What follows belongs to an exercise in optimizing a design on an open flow for small area, a short achievable clock period and few clock cycles per item; a production flow would make more cautious choices.
In this exercise RTL edits were held to simulation tests only and were not proved equivalent to the original.

Design tone_biquad, start of the top module:
module tone_biquad (
    input  wire         clk,
    input  wire         rst,
    input  wire         cmd_valid,
    output wire         cmd_ready,
    input  wire [1:0]   cmd_op,
    input  wire [159:0] cmd_data,
    output wire         y_valid,
    input  wire         y_ready,
    output wire [31:0]  y
);
==> flow/config.mk <==
export PLATFORM = sky130hd
export DESIGN_NAME = tone_biquad
export DESIGN_NICKNAME = tone_biquad
export VERILOG_FILES = /design/flow/design.v
export SDC_FILE = /design/flow/constraint.sdc
export NUM_CORES = 4
export LEC_CHECK = 0
export ABC_AREA = 1
export CAP_MARGIN = 20
export CORE_MARGIN = 2
export CORE_UTILIZATION = 40
export SLEW_MARGIN = 20
==> flow/constraint.sdc <==
create_clock -name core_clock -period 17.5 [get_ports {clk}]
set_input_delay 3.5000 -clock core_clock [delete_from_list [all_inputs] [get_ports {clk}]]
set_output_delay 3.5000 -clock core_clock [all_outputs]
set_load 0.01 [all_outputs]
standard.sh (not shown) runs the stock make flow with config.mk's settings and CLKGATE_MAP_FILE= SYNTH_SCRIPT=/design/flow/synth_recipe.tcl, a recipe that flattens the netlist after the stock synthesis.
==> flow/flow/run.sh <==
#!/bin/bash
# Standard layout, with timing repair aiming at 11 ns of setup slack
# (a shorter achieved period) instead of 0. Constraints are unchanged.
set -euo pipefail
export SETUP_SLACK_MARGIN=11
bash standard.sh > standard.log 2>&1
Testbench counts at the start, summed over its fixed seeds: cycles 14,544, items 2,048.
Rerun with:
==> flow/flow/run.sh (replaced) <==
#!/bin/bash
# Standard layout, with timing repair aiming at 12.5 ns of setup slack
# (a shorter achieved period) instead of 0. Constraints are unchanged.
set -euo pipefail
export SETUP_SLACK_MARGIN=12.5
bash standard.sh > standard.log 2>&1
=>
- The changed run completed without violations
- global-route usage rises by 2.9 points
- area after synthesis stays the same
- via count goes up by a few percent
- count of clock-buffer cells in the layout increases by 2
- worst setup slack gets better by 0.24 ns
- core utilization increases by 6.4 points
- die area does not change
- wire length goes up by roughly a tenth
- sequential cell count stays the same
Rerun with:
==> flow/flow/run.sh (replaced) <==
#!/bin/bash
# Standard layout, with timing repair aiming at 11 ns of setup slack
# (a shorter achieved period) instead of 0. Constraints are unchanged.
set -euo pipefail
export SETUP_SLACK_MARGIN=11
bash standard.sh > standard.log 2>&1
Settings changed: CORE_UTILIZATION 40 to 55.
- global-route usage climbs by 7.6 points
- via count drops by 3.4%
- cell count drops by 9.9%
- register-to-register slack gets worse by 0.46 ns
- synthesized area does not change
- clock-buffer cell count climbs by 1
- routed wire length drops by 12%
- worst hold slack gets better by 0.035 ns
- worst setup slack gets worse by 0.46 ns
- die area drops by 27%

* * *

run A:
tone_biquad, a different RTL version from the one above (not shown whole).
For scale: ~730 flip-flops, about 200 I/O pins, about 59000 um^2 of cells after synthesis.
==> flow/config.mk <==
export PLATFORM = sky130hd
export DESIGN_NAME = tone_biquad
export DESIGN_NICKNAME = tone_biquad
export VERILOG_FILES = /design/flow/design.v
export SDC_FILE = /design/flow/constraint.sdc
export NUM_CORES = 4
export LEC_CHECK = 0
export ABC_AREA = 1
export CAP_MARGIN = 10
export CORE_MARGIN = 2
export CORE_UTILIZATION = 40
export PLACE_DENSITY = 0.7
export SLEW_MARGIN = 10
==> flow/constraint.sdc <==
create_clock -name core_clock -period 17.5 [get_ports {clk}]
set_input_delay 3.5000 -clock core_clock [delete_from_list [all_inputs] [get_ports {clk}]]
set_output_delay 3.5000 -clock core_clock [all_outputs]
set_load 0.01 [all_outputs]
==> flow/flow/run.sh <==
#!/bin/bash
# Standard layout, with timing repair aiming at 11 ns of setup slack
# (a shorter achieved period) instead of 0. Constraints are unchanged.
set -euo pipefail
export SETUP_SLACK_MARGIN=11
bash standard.sh > standard.log 2>&1
Testbench counts of run A, summed over its fixed seeds: cycles 14,544, items 2,048.
Input-level comparison between run B and run A:
diff --git a/flow/config.mk b/flow/config.mk
--- a/flow/config.mk
+++ b/flow/config.mk
@@ -9 +9 @@
-export CAP_MARGIN = 10
+export CAP_MARGIN = 20
@@ -12,2 +12 @@
-export PLACE_DENSITY = 0.7
-export SLEW_MARGIN = 10
+export SLEW_MARGIN = 20
Findings:
The final layout from run B, which completed every stage, passed the timing, DRC and antenna checks at the end of the flow. NOTE: total inserted antenna cells in run B exceeds that of run A. Global-route usage, run A and run B: lower on run A. Compared to run A, the routing of run B uses more wire.
The following lists how run C was set up differently from run B:
==> flow/flow/run.sh <==
#!/bin/bash
# Standard layout, with timing repair aiming at 10 ns of setup slack
# (a shorter achieved period) instead of 0. Constraints are unchanged.
set -euo pipefail
export SETUP_SLACK_MARGIN=10
bash standard.sh > standard.log 2>&1
## What came out
On clock skew, run B beats run C. Against run B, total wire length in run C came out better. Endpoint of the worst setup timing path: u_mul.r1_c[31] -> run B, u_add.r_s[16] -> run C. For the synthesis-to-finish area growth, run C came in 4.8 points lower than run B did. Against run B as the reference, run C delivers a lower hold slack.
What run D does differently from run C at the input level:
==> flow/flow/run.sh <==
#!/bin/bash
# Standard layout, with timing repair aiming at 11 ns of setup slack
# (a shorter achieved period) instead of 0. Constraints are unchanged.
set -euo pipefail
export SETUP_SLACK_MARGIN=11
bash standard.sh > standard.log 2>&1
diff --git a/flow/config.mk b/flow/config.mk
--- a/flow/config.mk
+++ b/flow/config.mk
@@ -9 +9 @@
-export CAP_MARGIN = 20
+export CAP_MARGIN = 10
@@ -12 +12 @@
-export SLEW_MARGIN = 20
+export SLEW_MARGIN = 10
--- outcome ---
Per the comparison of run D with run C, ratio of final minimum period to clock period fell by 5.1 points, final critical path time including I/O delays and setup fell by 0.89 ns, largest fanout on the critical path fell by 30.
Compare run C and run D | relative area of clock buffers and inverters in the final design lower: run D
Clock latency at the later pin of the worst-skew pair of run D is on par with run C.
The higher synthesis-to-layout area growth of run C and run D is in run D.
For the detailed route wirelength on metal2, run D came in 1.3% higher than run C did.
Number of gates resized after CTS, run D vs run C: up by more than 100%

* * *

tone_biquad, a different RTL version from the one above (not shown whole).
For scale: ~7,900 cells after synthesis, roughly 730 flip-flops, ~65,000 sq um of cells after synthesis.
clock: 17.5 ns
lec_check: 0
cap_margin: 20
core_margin: 2
core_utilization: 40
slew_margin: 20
run.sh (not shown) runs the stock make flow with config.mk's settings and CLKGATE_MAP_FILE= SYNTH_SCRIPT=/design/flow/synth_recipe.tcl, a recipe that flattens the netlist after the stock synthesis.
Stock flow here: none of the scripts above is used.
Testbench counts at the start, summed over its fixed seeds: cycles 14,544, items 2,048.
==> next run, changes <==
==> flow/flow/run.sh (new file) <==
#!/bin/bash
# Standard layout, with timing repair aiming at 7 ns of setup slack
# (a shorter achieved period) instead of 0. Constraints are unchanged.
set -euo pipefail
export SETUP_SLACK_MARGIN=7
bash standard.sh > standard.log 2>&1
==> flow/standard.sh (new file) <==
#!/bin/bash
# synth_recipe.tcl (not shown) runs the flow's synth.tcl, then flattens the netlist and writes it again
# the make line also repeats each setting of config.mk as NAME=value (left out here)
make -C /OpenROAD-flow-scripts/flow DESIGN_CONFIG=/design/flow/config.mk WORK_HOME=/design/flow/orfs CLKGATE_MAP_FILE= SYNTH_SCRIPT=/design/flow/synth_recipe.tcl "${@:-finish}"
removed: flow/run.sh
Outcome: Worst hold slack is about the same. Register-to-register slack gets better by 1.5 ns. First-iteration DRC count fell by 3.6%. Cell area is about the same. Synthesized cell count is unchanged.

* * *

RTL: one of the versions met above, not the one the previous note started from.
Size in the first run: ~730 flip-flops, about 200 I/O pins, ~0.059 mm² of cells after synthesis.
export LEC_CHECK = 0
export ABC_AREA = 1
export CAP_MARGIN = 20
export CORE_MARGIN = 2
export CORE_UTILIZATION = 40
export PLACE_DENSITY = 0.7
export SLEW_MARGIN = 20
create_clock -name core_clock -period 17.5 [get_ports {clk}]
standard.sh (not shown) runs the stock make flow with config.mk's settings and CLKGATE_MAP_FILE= SYNTH_SCRIPT=/design/flow/synth_recipe.tcl, a recipe that flattens the netlist after the stock synthesis.
==> flow/flow/run.sh <==
#!/bin/bash
# Standard layout, with timing repair aiming at 11 ns of setup slack
# (a shorter achieved period) instead of 0. Constraints are unchanged.
set -euo pipefail
export SETUP_SLACK_MARGIN=11
bash standard.sh > standard.log 2>&1
Testbench counts at the start, summed over its fixed seeds: cycles 14,544, items 2,048.
Then changed:
- PLACE_DENSITY: 0.7 -> 0.8
Result: Maximum frequency falls slightly; die area does not change; final cell count hardly moves.

[afterwards: timing with drivers on the ports]
In the flow no input, the clock included, has a driving cell. The finished layouts below were timed again as built, in two steps. Step 1 (the two cells are an assumption about what drives the block):
set clk [get_ports {clk}]
set_driving_cell -lib_cell sky130_fd_sc_hd__clkbuf_16 $clk
set_driving_cell -lib_cell sky130_fd_sc_hd__buf_2 [delete_from_list [all_inputs] $clk]
Step 2 also shifts input and output timing later by t, the mid clock arrival at the registers, as if the neighbouring blocks saw the same clock. a / b / c = ideal / step 1 / step 2; a / b = the first two.
run	shift t [ns]	slack for setup (ns)	clock arrival spread, ns	worst register clock-pin slew, ns
the first run of note 1	0.796	11.050 / 11.050 / 10.513	0.074 / 0.073	0.07 / 0.07
the second run of note 1	0.808	11.294 / 11.294 / 11.159	0.091 / 0.092	0.07 / 0.07
the third run of note 1	0.761	10.838 / 10.838 / 10.505	0.065 / 0.066	0.07 / 0.07
run A	0.758	11.081 / 11.081 / 10.547	0.058 / 0.059	0.07 / 0.07
run B	0.772	11.075 / 11.075 / 10.533	0.079 / 0.078	0.07 / 0.07
run C	0.779	10.240 / 10.240 / 10.124	0.092 / 0.092	0.07 / 0.07
run D	0.773	11.131 / 11.131 / 10.574	0.076 / 0.076	0.07 / 0.07
the first run of note 3	0.776	6.029 / 6.029 / 6.029	0.048 / 0.048	0.08 / 0.08
the second run of note 3	0.782	7.567 / 7.567 / 7.567	0.047 / 0.047	0.08 / 0.08
the first run of note 4	0.773	11.133 / 11.133 / 10.558	0.060 / 0.060	0.08 / 0.08
the second run of note 4	0.758	11.064 / 11.101 / 10.357	0.040 / 0.040	0.08 / 0.08
After both steps every run listed still meets setup and hold. For the second run of note 4, which loses most, drivers alone change the setup slack by +0.037 ns; drivers and shift together by -0.707 ns.
